What follows belongs to an exercise in optimizing a design on an open flow for small area and a short achievable clock period; a production flow would make more cautious choices.
In this exercise RTL edits were held to simulation tests only and were not proved equivalent to the original.
Power is estimated from default activity; no workload was simulated.

==> design.v <==
module acf (
    input  wire        clk,
    input  wire        rst,
    input  wire        bus_wr,
    input  wire [8:0]  bus_addr,
    input  wire [31:0] bus_wdata,
    output reg  [31:0] bus_rdata,    
    input  wire        rx_valid,
    input  wire [7:0]  rx_data,
    input  wire        line_fault,
    output wire        open_req,
    input  wire        open_ok,
    input  wire        open_fail,
    output wire        tx_valid,
    output wire [7:0]  tx_data,
    input  wire        tx_ready,
    input  wire        tick
);
    localparam [10:0] SETTLE_LAST = 11'd49;      
    localparam [10:0] WR_LAST     = 11'd1999;    
    localparam [10:0] RD_LAST     = 11'd1999;    
    localparam [2:0] CC_OK = 3'd0, CC_CONN = 3'd1, CC_ILLEGAL = 3'd2;
    localparam [2:0] CA_NONE = 3'd0, CA_OPEN = 3'd1, CA_WRITE = 3'd2,
                     CA_READ = 3'd3, CA_NOTOPEN = 3'd4;
    localparam [2:0] V_OK = 3'd1, V_SHORT = 3'd2, V_CRC = 3'd3,
                     V_MARKER = 3'd4, V_COUNT = 3'd5;
    function [7:0] crc8_step(input [7:0] a, input [7:0] b);
        integer i;
        reg [7:0] x;
        begin
            x = a ^ b;
            for (i = 0; i < 8; i = i + 1)
                x = x[0] ? ((x >> 1) ^ 8'h8C) : (x >> 1);
            crc8_step = x;
        end
    endfunction
    function [7:0] mux4b(input [1:0] s, input [7:0] a, input [7:0] b, input [7:0] c, input [7:0] d);
        case (s)
            2'd0: mux4b = a;
            2'd1: mux4b = b;
            2'd2: mux4b = c;
            default: mux4b = d;
        endcase
    endfunction
    function [31:0] mux4w(input [1:0] s, input [31:0] a, input [31:0] b, input [31:0] c, input [31:0] d);
        case (s)
            2'd0: mux4w = a;
            2'd1: mux4w = b;
            2'd2: mux4w = c;
            default: mux4w = d;
        endcase
    endfunction
    function [7:0] frame_byte(input [1:0] k);
        case (k)
            2'd0: frame_byte = 8'hAA;
            2'd1: frame_byte = 8'h02;
            2'd2: frame_byte = 8'h20;
            default: frame_byte = 8'h2E;
        endcase
    endfunction
    reg [7:0]  acc;
    reg        sess;
    reg        p_open, p_settle, p_send, p_rdwait, p_rdxfer;
    reg [1:0]  txk;
    reg [7:0]  rem;           
    reg [10:0] timer;         
    reg [1:0]  cc;
    reg [2:0]  cause;
    reg        rej_busy, aborted, rvalid, ovf, line_err;
    reg [15:0] raw16;         
    reg [2:0]  vcode;
    reg [7:0]  vrx, vcalc, vobs;
    reg [8:0]  rxlen;
    reg [7:0]  txd;
    reg [8:0]  count;
    reg [7:0]  fp;            
    reg [7:0]  calc;          
    wire busy = p_open | p_settle | p_send | p_rdwait | p_rdxfer;
    wire full = count[8];
    reg          ph;
    reg          sess_i, full_i;
    reg  [15:0]  ilo, ihi, ilo_i, ihi_i;    
    reg  [7:0]   rp2;                 
    wire [2047:0] fflat, rflat;       
    wire         pop    = p_rdxfer && !line_fault;
    wire         rxb_we = pop && !rst;
    wire         sh     = rx_valid && sess && !full;           
    wire         shn    = !(rx_valid && !sess_i && full_i);    
    wire [7:0]   fdat   = rx_data ^ {8{ph}};   
    wire [7:0]   rdat;                         
    genvar gi;
    generate
        for (gi = 0; gi < 256; gi = gi + 1) begin : g_mem
            reg  [7:0] f, r;
            wire [7:0] fin;
            if (gi == 0) begin : g_in
                assign fin = fdat;
            end else begin : g_sh
                assign fin = fflat[(gi-1)*8 +: 8];
            end
            wire rs  = rxb_we && ilo[gi % 16] && ihi[gi / 16];
            wire rsn = !rxb_we || ilo_i[gi % 16] || ihi_i[gi / 16];
            always @(posedge clk) begin
                f <= ~(({8{sh}} | f) & ({8{shn}} | fin));
                r <= ~(({8{rs}} | r) & ({8{rsn}} | rdat));
            end
            assign fflat[gi*8 +: 8] = f;
            assign rflat[gi*8 +: 8] = r;
        end
    endgenerate
    wire [7:0]      fs1 = 8'd1 << rp2[2:0];
    wire [7:0]      fs2 = 8'd1 << rp2[5:3];
    wire [3:0]      fs3 = 4'd1 << rp2[7:6];
    wire [8*32-1:0] fm1;
    wire [8*4-1:0]  fm2;
    wire [7:0]      fnext_raw;
    genvar fg, fb, fk;
    generate
        for (fg = 0; fg < 32; fg = fg + 1) begin : g_fm1
            for (fb = 0; fb < 8; fb = fb + 1) begin : g_bit
                wire [7:0] d;
                for (fk = 0; fk < 8; fk = fk + 1) begin : g_k
                    assign d[fk] = fflat[(8*fg+fk)*8 + fb];
                end
                acf_ao8 u_ao (.d(d), .s(fs1), .y(fm1[fg*8 + fb]));
            end
        end
        for (fg = 0; fg < 4; fg = fg + 1) begin : g_fm2
            for (fb = 0; fb < 8; fb = fb + 1) begin : g_bit
                wire [7:0] d;
                for (fk = 0; fk < 8; fk = fk + 1) begin : g_k
                    assign d[fk] = fm1[(8*fg+fk)*8 + fb];
                end
                acf_ao8 u_ao (.d(d), .s(fs2), .y(fm2[fg*8 + fb]));
            end
        end
        for (fb = 0; fb < 8; fb = fb + 1) begin : g_fm3
            assign fnext_raw[fb] = |({fm2[24+fb], fm2[16+fb], fm2[8+fb], fm2[fb]} & fs3);
        end
    endgenerate
    wire [8*8-1:0]   bs1;
    wire [7:0]       bs2 = 8'd1 << bus_addr[7:5];
    wire [32*8-1:0]  rm1;
    wire [31:0]      rxw_raw;
    genvar gm, gb2, gk;
    generate
        for (gk = 0; gk < 8; gk = gk + 1) begin : g_bs1
            acf_dec3 u_dec (.a(bus_addr[4:2]), .y(bs1[gk*8 +: 8]));
        end
        for (gm = 0; gm < 8; gm = gm + 1) begin : g_rm1
            for (gb2 = 0; gb2 < 32; gb2 = gb2 + 1) begin : g_bit
                wire [7:0] d;
                for (gk = 0; gk < 8; gk = gk + 1) begin : g_k
                    assign d[gk] = rflat[(8*gm+gk)*32 + gb2];
                end
                acf_ao8 u_ao (.d(d), .s(bs1[(gb2/4)*8 +: 8]), .y(rm1[gm*32 + gb2]));
            end
        end
        for (gb2 = 0; gb2 < 32; gb2 = gb2 + 1) begin : g_rm2
            wire [7:0] d;
            for (gk = 0; gk < 8; gk = gk + 1) begin : g_k
                assign d[gk] = rm1[gk*32 + gb2];
            end
            acf_ao8 u_ao (.d(d), .s(bs2), .y(rxw_raw[gb2]));
        end
    endgenerate
    wire [31:0] w   = bus_wdata;
    wire [7:0]  arg = w[7:0];
    wire wr0     = bus_wr && (bus_addr[8:2] == 7'd0);
    wire hi0     = (w[31:16] == 16'd0);
    wire a0      = (arg == 8'd0);
    wire m_init  = hi0 && (w[15:8] == 8'h01) && a0;
    wire m_upd   = hi0 && (w[15:8] == 8'h02);
    wire m_open  = hi0 && (w[15:8] == 8'h10) && a0;
    wire m_close = hi0 && (w[15:8] == 8'h11) && a0;
    wire m_send  = hi0 && (w[15:8] == 8'h12) && a0;
    wire m_read  = hi0 && (w[15:8] == 8'h13);
    wire m_val   = hi0 && (w[15:8] == 8'h20) && a0;
    wire m_legal = m_init || m_upd || m_open || m_close || m_send || m_read || m_val;
    wire idle    = !busy;
    wire wi      = wr0 && idle;               
    wire acpt    = wi || (wr0 && m_close);    
    wire c_init  = wi && m_init;
    wire c_upd   = wi && m_upd;
    wire c_open  = wi && m_open;
    wire c_close = wr0 && m_close;
    wire c_send  = wi && m_send;
    wire c_read  = wi && m_read;
    wire c_val   = wi && m_val;
    wire c_ill   = wi && !m_legal;
    wire lf_s    = line_fault && sess;
    wire f_send  = lf_s && p_send;
    wire f_read  = lf_s && (p_rdwait || p_rdxfer);
    wire o_ok    = p_open && open_ok;
    wire o_fail  = p_open && !open_ok && open_fail;
    wire st_tick = p_settle && tick;
    wire st_last = (timer == SETTLE_LAST);
    wire st_done = st_tick && st_last;
    wire sd_byte = p_send && !lf_s && tx_ready;
    wire sd_done = sd_byte && (txk == 2'd3);
    wire sd_tick = p_send && !lf_s && !tx_ready && tick;
    wire wr_last = (timer == WR_LAST);
    wire sd_to   = sd_tick && wr_last;
    wire cnt0    = (count == 9'd0);
    wire rw_start= p_rdwait && !lf_s && !cnt0;
    wire rw_tick = p_rdwait && !lf_s && cnt0 && tick;
    wire rw_to   = rw_tick && wr_last;
    wire x_done  = pop && (rem == 8'd0);
    wire close_ev= f_send || f_read || sd_to;           
    wire e_open   = p_open && !open_ok && !open_fail;
    wire e_settle = (p_settle && !st_done) || o_ok;
    wire e_send   = p_send && !lf_s && !sd_done && !sd_to;
    wire e_rdwait = p_rdwait && !lf_s && !rw_start && !rw_to;
    wire e_rdxfer = (p_rdxfer && !lf_s && !x_done) || rw_start;
    wire e_read   = e_rdwait || e_rdxfer;
    wire e_busy   = e_open || e_settle || e_send || e_read;
    wire lerr_now = line_err || lf_s;
    wire s_ok     = sess && !lerr_now;                  
    wire s_err    = sess && lerr_now;                   
    wire sd_start = c_send && s_ok;
    wire rd_start = c_read && s_ok;
    wire cmd_closes = c_open || c_close || ((c_send || c_read) && s_err);
    wire clear  = close_ev || cmd_closes;
    wire push   = rx_valid && sess && !full;
    wire sess_n = !(cmd_closes || close_ev) && (sess || o_ok);
    wire line_err_n = !(cmd_closes || close_ev) && lerr_now;
    wire ovf_n  = !(cmd_closes || close_ev) && (ovf || (rx_valid && sess && full));
    wire po_n = (e_open && !c_close) || c_open;
    wire ps_n = e_settle && !c_close;
    wire pt_n = (e_send && !c_close) || sd_start;
    wire pw_n = (e_rdwait && !c_close) || rd_start;
    wire px_n = e_rdxfer && !c_close;
    reg  [1:0] cc_n;
    reg  [2:0] cause_n;
    always @(*) begin
        cc_n = cc; cause_n = cause;
        if (f_send || sd_to)                 begin cc_n = CC_CONN[1:0]; cause_n = CA_WRITE; end
        else if (f_read)                     begin cc_n = CC_CONN[1:0]; cause_n = CA_READ; end
        else if (o_fail)                     begin cc_n = CC_CONN[1:0]; cause_n = CA_OPEN; end
        else if (st_done || sd_done || rw_to || x_done)
                                             begin cc_n = CC_OK[1:0]; cause_n = CA_NONE; end
        if (acpt) begin
            if (c_ill)                       begin cc_n = CC_ILLEGAL[1:0]; cause_n = CA_NONE; end
            else if ((c_send || c_read) && !sess)
                                             begin cc_n = CC_CONN[1:0]; cause_n = CA_NOTOPEN; end
            else if (c_send && s_err)        begin cc_n = CC_CONN[1:0]; cause_n = CA_WRITE; end
            else if (c_read && s_err)        begin cc_n = CC_CONN[1:0]; cause_n = CA_READ; end
            else                             begin cc_n = CC_OK[1:0]; cause_n = CA_NONE; end
        end
    end
    wire rej_busy_n = wr0 ? (busy && !m_close) : rej_busy;
    wire aborted_n  = acpt ? (c_close && e_busy) : aborted;
    wire [7:0] acc_n = c_init ? 8'd0 : c_upd ? crc8_step(acc, arg) : acc;
    wire [1:0] txk_n = sd_start ? 2'd0 : (sd_byte && !sd_done) ? txk + 2'd1 : txk;
    reg [10:0] timer_n;
    always @(*) begin
        timer_n = timer;
        if (o_ok || rw_start || sd_start || rd_start)
            timer_n = 11'd0;
        else if ((st_tick && !st_last) || (sd_tick && !wr_last) || (rw_tick && !wr_last) || pop)
            timer_n = timer + 11'd1;
    end
    wire [7:0] cm1       = count[7:0] - 8'd1;           
    wire [7:0] first_rem = (!full && cm1 < rem) ? cm1 : rem;
    wire [7:0] rem_n = rd_start ? arg : rw_start ? first_rem : pop ? rem - 8'd1 : rem;
    reg [8:0] rxlen_n;
    always @(*) begin
        rxlen_n = rxlen;
        if (f_read || rw_to)
            rxlen_n = 9'd0;
        else if (x_done)
            rxlen_n = {1'b0, timer[7:0]} + 9'd1;
        if ((c_close && e_read) || (c_read && !s_ok))
            rxlen_n = 9'd0;
    end
    wire [7:0] rb2  = rflat[2*8 +: 8]  ^ {8{ph}};
    wire [7:0] rb3  = rflat[3*8 +: 8]  ^ {8{ph}};
    wire [7:0] rb4  = rflat[4*8 +: 8]  ^ {8{ph}};
    wire [7:0] rb5  = rflat[5*8 +: 8]  ^ {8{ph}};
    wire [7:0] rb12 = rflat[12*8 +: 8] ^ {8{ph}};
    wire v_short = (rxlen < 9'd13);
    wire v_crc   = (calc != rb12);
    wire v_mark  = (rb2 != 8'h20);
    wire v_cnt   = (rb3 != 8'h04);
    wire v_ok    = !v_short && !v_crc && !v_mark && !v_cnt;
    wire [2:0] vcode_c = v_short ? V_SHORT : v_crc ? V_CRC : v_mark ? V_MARKER :
                         v_cnt ? V_COUNT : V_OK;
    wire [7:0] vobs_c  = (v_short || v_crc) ? 8'd0 : v_mark ? rb2 : v_cnt ? rb3 : 8'd0;
    wire       crc_upd = pop && (timer[7:0] < 8'd12);
    wire [7:0] calc_c  = crc8_step((timer[7:0] == 8'd0) ? 8'd0 : calc, fp ^ {8{ph}});
    wire pinc = push && !pop;
    wire pdec = pop && !push;
    wire [8:0] count_n = clear ? 9'd0 : pinc ? count + 9'd1 : pdec ? count - 9'd1 : count;
    wire [7:0] rp2_n   = clear ? 8'hFE : pinc ? rp2 + 8'd1 : pdec ? rp2 - 8'd1 : rp2;
    assign rdat = fp;
    wire [7:0] fp_n = (cnt0 || (pop && count == 9'd1)) ? ~fdat :
                      pop ? ~fnext_raw : ~fp;
    always @(posedge clk) begin
        fp    <= fp_n;
        if (crc_upd) calc <= calc_c;
        ilo   <= 16'd1 << timer_n[3:0];
        ihi   <= 16'd1 << timer_n[7:4];
        ilo_i <= ~(16'd1 << timer_n[3:0]);
        ihi_i <= ~(16'd1 << timer_n[7:4]);
        if (rst) begin
            acc <= 8'd0; sess <= 1'b0;
            p_open <= 1'b0; p_settle <= 1'b0; p_send <= 1'b0; p_rdwait <= 1'b0; p_rdxfer <= 1'b0;
            txk <= 2'd0; rem <= 8'd0; timer <= 11'd0;
            cc <= 2'd0; cause <= CA_NONE;
            rej_busy <= 1'b0; aborted <= 1'b0; rvalid <= 1'b0; ovf <= 1'b0; line_err <= 1'b0;
            raw16 <= 16'd0; vcode <= 3'd0; vrx <= 8'd0; vcalc <= 8'd0; vobs <= 8'd0;
            rxlen <= 9'd0; txd <= 8'd0;
            count <= 9'd0; rp2 <= 8'hFE;
            sess_i <= 1'b1; full_i <= 1'b1; ph <= 1'b0;
        end else begin
            ph <= ~ph;
            sess_i <= ~sess_n;
            full_i <= ~count_n[8];
            acc <= acc_n; sess <= sess_n;
            p_open <= po_n; p_settle <= ps_n; p_send <= pt_n; p_rdwait <= pw_n; p_rdxfer <= px_n;
            txk <= txk_n; rem <= rem_n; timer <= timer_n;
            cc <= cc_n; cause <= cause_n;
            rej_busy <= rej_busy_n; aborted <= aborted_n;
            ovf <= ovf_n; line_err <= line_err_n;
            if (c_val) begin
                vcode <= vcode_c;
                vrx   <= v_short ? 8'd0 : rb12;
                vcalc <= v_short ? 8'd0 : calc;
                vobs  <= vobs_c;
                if (v_ok) begin
                    raw16     <= {rb4, rb5};
                    rvalid    <= 1'b1;
                end
            end
            rxlen <= rxlen_n;
            txd <= sd_start ? 8'hAA : (e_send && !c_close) ? frame_byte(txk_n) : 8'h00;
            count <= count_n;
            rp2   <= rp2_n;
        end
    end
    assign open_req = p_open;
    assign tx_valid = p_send;
    assign tx_data  = txd;
    wire [31:0] status = {17'd0, cause, 2'b00, cc, 2'b00,
                          ovf, rvalid, aborted, rej_busy, sess, busy};
    wire [6:0]  word = bus_addr[8:2];
    wire [20:0] reading25 = {5'd0, raw16} * 21'd25;
    reg  [31:0] regs_rd;
    always @(*) begin
        case (word[5:0])
            6'd1:    regs_rd = status;
            6'd2:    regs_rd = {24'd0, acc};
            6'd3:    regs_rd = {23'd0, rxlen};
            6'd4:    regs_rd = {vobs, vcalc, vrx, 5'd0, vcode};
            6'd5:    regs_rd = {9'd0, reading25, 2'b00};    
            6'd6:    regs_rd = 32'h2E2002AA;
            6'd7:    regs_rd = 32'h04200D8C;
            6'd8:    regs_rd = {23'd0, count};
            default: regs_rd = 32'd0;
        endcase
    end
    wire        sel_rx = word[6] && !rst;
    wire [31:0] r0     = (word[6] || rst) ? 32'd0 : regs_rd;
    wire [31:0] d_if1  = sel_rx ? {32{~ph}} : r0;
    wire [31:0] d_if0  = sel_rx ? {32{ph}}  : r0;
    wire [31:0] rd_n;
    genvar gb;
    generate
        for (gb = 0; gb < 32; gb = gb + 1) begin : g_rd
            acf_mx2 u_mx (.s(rxw_raw[gb]), .a(d_if1[gb]), .b(d_if0[gb]), .y(rd_n[gb]));
        end
    endgenerate
    always @(posedge clk)
        bus_rdata <= rd_n;
endmodule
module acf_ao8 (
    input  wire [7:0] d,
    input  wire [7:0] s,
    output wire       y
);
    assign y = |(d & s);
endmodule
module acf_mx2 (
    input  wire s,
    input  wire a,
    input  wire b,
    output wire y
);
    assign y = s ? a : b;
endmodule
module acf_dec3 (
    input  wire [2:0] a,
    output wire [7:0] y
);
    assign y = 8'd1 << a;
endmodule
==> flow/run.sh <==
#!/bin/bash
set -euo pipefail
bash standard.sh SETUP_SLACK_MARGIN=6.5 finish > flow_make.log 2>&1
==> standard.sh <==
#!/bin/bash
# synth_recipe.tcl (not shown) runs the flow's synth.tcl, then flattens the netlist and writes it again
# the make line also repeats each setting of config.mk as NAME=value (left out here)
make -C /OpenROAD-flow-scripts/flow DESIGN_CONFIG=/design/flow/config.mk WORK_HOME=/design/flow/orfs CLKGATE_MAP_FILE= SYNTH_SCRIPT=/design/flow/synth_recipe.tcl "${@:-finish}"
==> config.mk <==
export PLATFORM = sky130hd
export DESIGN_NAME = acf
export DESIGN_NICKNAME = acf
export VERILOG_FILES = /design/flow/design.v
export SDC_FILE = /design/flow/constraint.sdc
export NUM_CORES = 4
export LEC_CHECK = 0
export CAP_MARGIN = 20
export CORE_MARGIN = 2
export CORE_UTILIZATION = 55
export CTS_CLUSTER_DIAMETER = 90
export CTS_CLUSTER_SIZE = 20
export SLEW_MARGIN = 20
export SYNTH_HIERARCHICAL = 1
==> constraint.sdc <==
create_clock -name core_clock -period 10.0 [get_ports {clk}]
set_input_delay 2.0000 -clock core_clock [delete_from_list [all_inputs] [get_ports {clk}]]
set_output_delay 2.0000 -clock core_clock [all_outputs]
set_load 0.01 [all_outputs]
==> results.txt <==
-- synthesized netlist by cell type, types with 6 or more instances --
| library cell | number |
|---|---|
| fa_1 | 12 |
| clkbuf_1 | 1306 |
| o211a_1 | 6 |
| a31oi_1 | 23 |
| mux2i_1 | 19 |
| nor3_1 | 56 |
| a22oi_1 | 2320 |
| nor4_1 | 16 |
| buf_1 | 91 |
| and3_1 | 275 |
| a21o_1 | 9 |
| dfxtp_1 | 4322 |
| inv_1 | 91 |
| nand4_1 | 592 |
| nand2_1 | 210 |
| and3b_2 | 24 |
| o21a_1 | 12 |
| o22ai_1 | 4102 |
| nor2b_1 | 10 |
| nand3_1 | 73 |
| a211oi_1 | 12 |
| and2_1 | 6 |
| a21oi_1 | 88 |
| mux4_2 | 8 |
| xor2_1 | 63 |
| or4_1 | 11 |
| nor3b_1 | 35 |
| or2_2 | 13 |
| nor2_1 | 156 |
| a22o_1 | 10 |
| ha_1 | 79 |
| o211ai_1 | 9 |
| xnor2_1 | 70 |
| nand2b_1 | 21 |
| o21ai_0 | 67 |
| and3_2 | 8 |
| or3_1 | 267 |
| a211oi_2 | 9 |
| mux2_4 | 32 |
| edfxtp_1 | 8 |
-- report_power, final --
group	internal, uW	switching, uW	total (uW)
registers	17300	112	17400
clock network	4330	5600	9930
logic	193	770	963
total	21800	6480	28300
-- layout by cell type, fill, tap and decap left out, types with 20 or more instances in the layout --
cell type,count
a21oi_1,79
a22oi_1,2181
a22oi_2,139
a31oi_1,21
and3_1,270
and3b_4,33
buf_12,32
buf_16,38
buf_2,31
buf_4,198
buf_6,48
clkbuf_16,256
clkdlybuf4s50_1,25
dfxtp_1,4258
dfxtp_2,43
dfxtp_4,21
diode_2,35
dlygate4sd2_1,20
ha_1,65
inv_1,86
mux2_4,32
nand2_1,200
nand2b_1,20
nand3_1,46
nand3_2,23
nand4_1,592
nor2_1,137
nor3_1,40
nor3b_4,32
o21ai_0,50
o22ai_1,4101
or3_1,221
or3_4,46
xnor2_1,67
xor2_1,61
-- sequential cells by signal (all words and copies together), names as in the netlist, 9 cells and up --
| name | count |
|---|---|
| bus_rdata | 32 |
| count | 9 |
| g_mem.f | 2048 |
| g_mem.r | 2048 |
| ihi | 16 |
| ihi_i | 16 |
| ilo | 16 |
| ilo_i | 16 |
| raw16 | 16 |
| rxlen | 9 |
| timer | 11 |
-- through the flow --
stage	total power, uW	worst slack (ns)	cell area (sq um)	cells
final	28300	5.74	165000	17600
after global routing	29000	5.95	165000	17600
after floorplan	18200	3.41	152000	14600
after CTS	28300	6.06	163000	17500
after detailed placement	18600	3.70	154000	17100
after global placement	18600	3.74	154000	17100
-- per-module statistics from Yosys (local to each module, per instance) --
module | area, sq um | flops+latches | times used
acf_ao8 | 36.3 | 0 | 576
acf_mx2 | 15.0 | 0 | 32
acf_dec3 | 65.1 | 0 | 8
acf | 129000 | 4330 | 1
-- repair_timing --
item	CTS	global route
gates resized for setup	554	187
gates cloned	42	23
pin swaps	79	109
endpoints found under the setup margin	4107	1404
setup buffers	78	53
-- cell families after synthesis --
family                   Yosys count
other                              1
buffers and inverters           1503
adder cells (fa/ha/maj)           91
XOR/XNOR                         135
AO/OA/AOI/OAI                   6713
multiplexers                      60
AND/OR/NAND/NOR                 1812
flip-flops                      4330
-- cell type report --
class	count	share of cell area [%]
Sequential cell	4330	52.7
Inverter	94	0.255
Tap cell	3589	2.72
Multi-Input combinational cell	8832	37.2
Clock buffer	249	3.69
Clock inverter	6	0.0645
Timing Repair Buffer	443	3.29
Timing Repair inverter	6	0.0334
Antenna cell	35	0.0531
-- worst reg2reg max path, delay by kind of cell, from the launching register on --
family / cells / cell delay [ns]
multiplexers: 2 / 0.56
AO/OA/AOI/OAI: 4 / 0.89
flip-flops: 1 / 0.47
AND/OR/NAND/NOR: 2 / 0.32
adder cells (fa/ha/maj): 4 / 1.22
buffers and inverters: 1 / 0.08
-- final timing paths --
path                        endpoint  depth (start not counted)  slack [ns]               startpoint
min reg2reg  g_mem[217].r[1]$_DFF_P_                          1        0.44  g_mem[217].r[1]$_DFF_P_
min          g_mem[217].r[1]$_DFF_P_                          1        0.44  g_mem[217].r[1]$_DFF_P_
max reg2reg    bus_rdata[22]$_DFF_P_                         13        6.34    raw16[1]$_SDFFE_PP0P_
max            bus_rdata[22]$_DFF_P_                          9        5.74              bus_addr[3]
-- per-layer routing --
metal | wire, um | part of all wire, %
met4 | 34100 | 6.3
met5 | 26 | 0.0048
met2 | 243000 | 45
met3 | 53400 | 9.8
met1 | 213000 | 39
==> impl_table.tex <==
\begin{tabular}{lr}
\hline
Metric & Value \\
\hline
\multicolumn{2}{l}{\textbf{Hold path}} \\
\quad Class of the tightest hold or removal check & flop to flop \\
\multicolumn{2}{l}{\textbf{CTS}} \\
\quad Clock latency reported for the late side of the worst-skew pair & 0.98 ns \\
\quad Number of buffers inserted during clock tree synthesis & 238 \\
\quad Max Root-Sink Buffers & 4 \\
\quad Sink Count & 4330 \\
\quad Master cell of the clock root buffer & clkbuf\_16 \\
\quad Cts-stage hold buffer count & 0 \\
\quad Total number of H-tree levels & 4 \\
\quad CTS tree & yes \\
\quad Clock-pin slew of the registers on the worst-case setup and hold paths & 0.08 ns \\
\multicolumn{2}{l}{\textbf{Global route}} \\
\quad Global router's overall resource usage & 36.2\% \\
\quad Global Route met3 Usage & 6.93\% \\
\quad Via count of the first global-routing pass & 123000 \\
\quad GR met1 Demand/Resource & 47.1\% \\
\quad Total gr overflow & 0 \\
\quad Antenna violations before repair & 32 \\
\quad Busiest grt layer & met2 \\
\quad Met2 track utilization from global routing & 56.3\% \\
\quad First-pass GRT wire length & 785000 um \\
\quad Largest net degree at the start of global routing & 267 \\
\multicolumn{2}{l}{\textbf{Detailed routing}} \\
\quad Mean routed wirelength per cell & 30.9 um \\
\quad Count of vias placed by the detailed router & 131000 \\
\quad First-pass detailed-route iteration total & 9 \\
\quad Drc violations & 0 \\
\quad Final wirelength & 543000 um \\
\quad Via-per-instance ratio & 7.47 \\
\quad Initial DRC Count & 17400 \\
\quad Antenna viol nets, final & 0 \\
\multicolumn{2}{l}{\textbf{Yosys}} \\
\quad Ys Warns & 7 \\
\quad Portion of synthesized cell area occupied by the leading cell type & 57.2\% \\
\quad Total of flip-flops plus latches after synthesis & 4330 \\
\quad Number of synthesized flops with an enable pin & 8 \\
\quad Post-synthesis instance area & 151000 sq um \\
\quad Dominant combinational cell family by area after synthesis & compound AO/OA/AOI/OAI gates \\
\quad Mapped Avg Cell Area & 10.3 sq um \\
\quad Fraction of registers with async set or reset after synthesis & 0\% \\
\quad Adder-cell share of the synthesized area & 0.812\% \\
\quad Library cell with the largest summed area after synthesis & dfxtp\_1 \\
\quad Dominant register cell in the synthesized netlist & dfxtp\_1 \\
\quad Library cells used by synthesis & 93 \\
\quad Basic-gate share of the synthesized area counting and, or, nand and nor cells & 6.97\% \\
\quad Cell types with the largest area share after synthesis & dfxtp\_1 57\%, o22ai\_1 17\%, a22oi\_1 12\% \\
\quad Fraction of the yosys area taken by sequential cells & 57.4\% \\
\quad Xor/xnor share of the synthesized area & 0.792\% \\
\quad Multiplexer area fraction after synthesis & 0.570\% \\
\quad Post-synthesis compound-gate area fraction & 29.7\% \\
\quad Number of standard cells after synthesis & 14600 \\
\multicolumn{2}{l}{\textbf{Timing}} \\
\quad Setup TNS & 0 ns \\
\quad Clock period minus final worst setup slack & 4.26 ns \\
\quad Final setup violation count & 0 \\
\quad Top achievable clock speed & 0.235 GHz \\
\quad Crit share post-route & 42.6\% \\
\quad Worst hold margin & 0.437 ns \\
\quad RSZ-0062 raised after global routing & true \\
\quad Max Clock Skew & 0.0597 ns \\
\quad Relative slew slack & 19.1\% \\
\quad Final hold violations & 0 \\
\quad Least-Margin Pin Slew & 1.21 ns \\
\quad Max Slew Vio Count & 0 \\
\multicolumn{2}{l}{\textbf{Critical path}} \\
\quad Arrival @ worst endpoint & 5.07 ns \\
\quad Critical path launch point type & input pin \\
\quad Cell type group with the largest total delay on the critical path & simple AND/OR/NAND/NOR gates \\
\quad Cell breakdown of the critical path & buf\_16 > buf\_16 > buf\_4 > and3b\_4 > a22oi\_2 > nand4\_1 > a22oi\_2 > nand4\_1 > mux2\_4 \\
\quad Total buffers and inverters traversed by the critical path & 3 \\
\quad Largest fanout of any net on the critical path & 32 \\
\quad Nature of the critical path endpoint & flop \\
\quad Category of the most critical setup path & input pin to flop \\
\quad Slowest cell on the critical path & nand4\_1 \\
\quad Delay contributed by the slowest stage of the critical path & 0.79 ns \\
\quad Critical Path RT & 10.81 ns \\
\multicolumn{2}{l}{\textbf{Floorplan}} \\
\quad Top-level I/O count & 100 \\
\quad Die boundary height & 528 um \\
\quad Placeable core region & 274000 sq um \\
\quad Std cell rows & 192 \\
\quad Initial cell density of the core & 55.3\% \\
\quad Die outline area & 279000 sq um \\
\quad Die Span X & 528 um \\
\multicolumn{2}{l}{\textbf{Finish}} \\
\quad Filler Cell Count & 22500 \\
\quad Share of the core filled with cells in the final layout & 60.3\% \\
\quad Sequential Area & 86900 sq um \\
\quad Synthesis-to-finish area growth & 9.04\% \\
\quad Proportion of layout cells with a drive suffix above 1 & 8.69\% \\
\quad Count of nets after finishing & 14100 \\
\quad Area of the multi-input gates & 61400 sq um \\
\multicolumn{2}{l}{\textbf{Power and ir drop}} \\
\quad Ratio of total power to cell area & 171 nW/um\^{}2 \\
\quad VDD IR max & 0.174 mV \\
\quad Static power due to leakage & 0.0588 uW \\
\multicolumn{2}{l}{\textbf{Placed design}} \\
\quad Global placement routability congestion & 0.934 \\
\quad Count of input and output buffers & 94 \\
\quad Post-detailed-placement half-perimeter wirelength & 301000 um \\
\multicolumn{2}{l}{\textbf{Run status}} \\
\quad Outcome & complete, no violations \\
\multicolumn{2}{l}{\textbf{Flow run}} \\
\quad Max Cap Viol & 0 \\
\hline
\end{tabular}

## re-timing with driven ports
The flow's constraints put no driver on any port. The routed layout listed below was extracted and timed again, unchanged, in two steps. Step 1 (the two cells are an assumption about what drives the block):
set clk [get_ports {clk}]
set_driving_cell -lib_cell sky130_fd_sc_hd__clkbuf_16 $clk
set_driving_cell -lib_cell sky130_fd_sc_hd__buf_2 [delete_from_list [all_inputs] $clk]
Step 2, shift: input delay + t, output delay - t, t = (earliest + latest rising clock arrival at the registers) / 2. This alone moves slack from input paths to output paths. Slacks: ideal ports / drivers / drivers and shift; pairs: ideal ports / drivers.
t, ns: 1.046
setup WS [ns]: 5.740 / 5.629 / 4.583
worst hold slack (ns): 0.437 / 0.437 / 0.437
worst setup path at the end: input to register
After both steps setup and hold are still met in this run. The setup slack of this run moves by -0.111 ns with the drivers and by -1.157 ns with both steps.
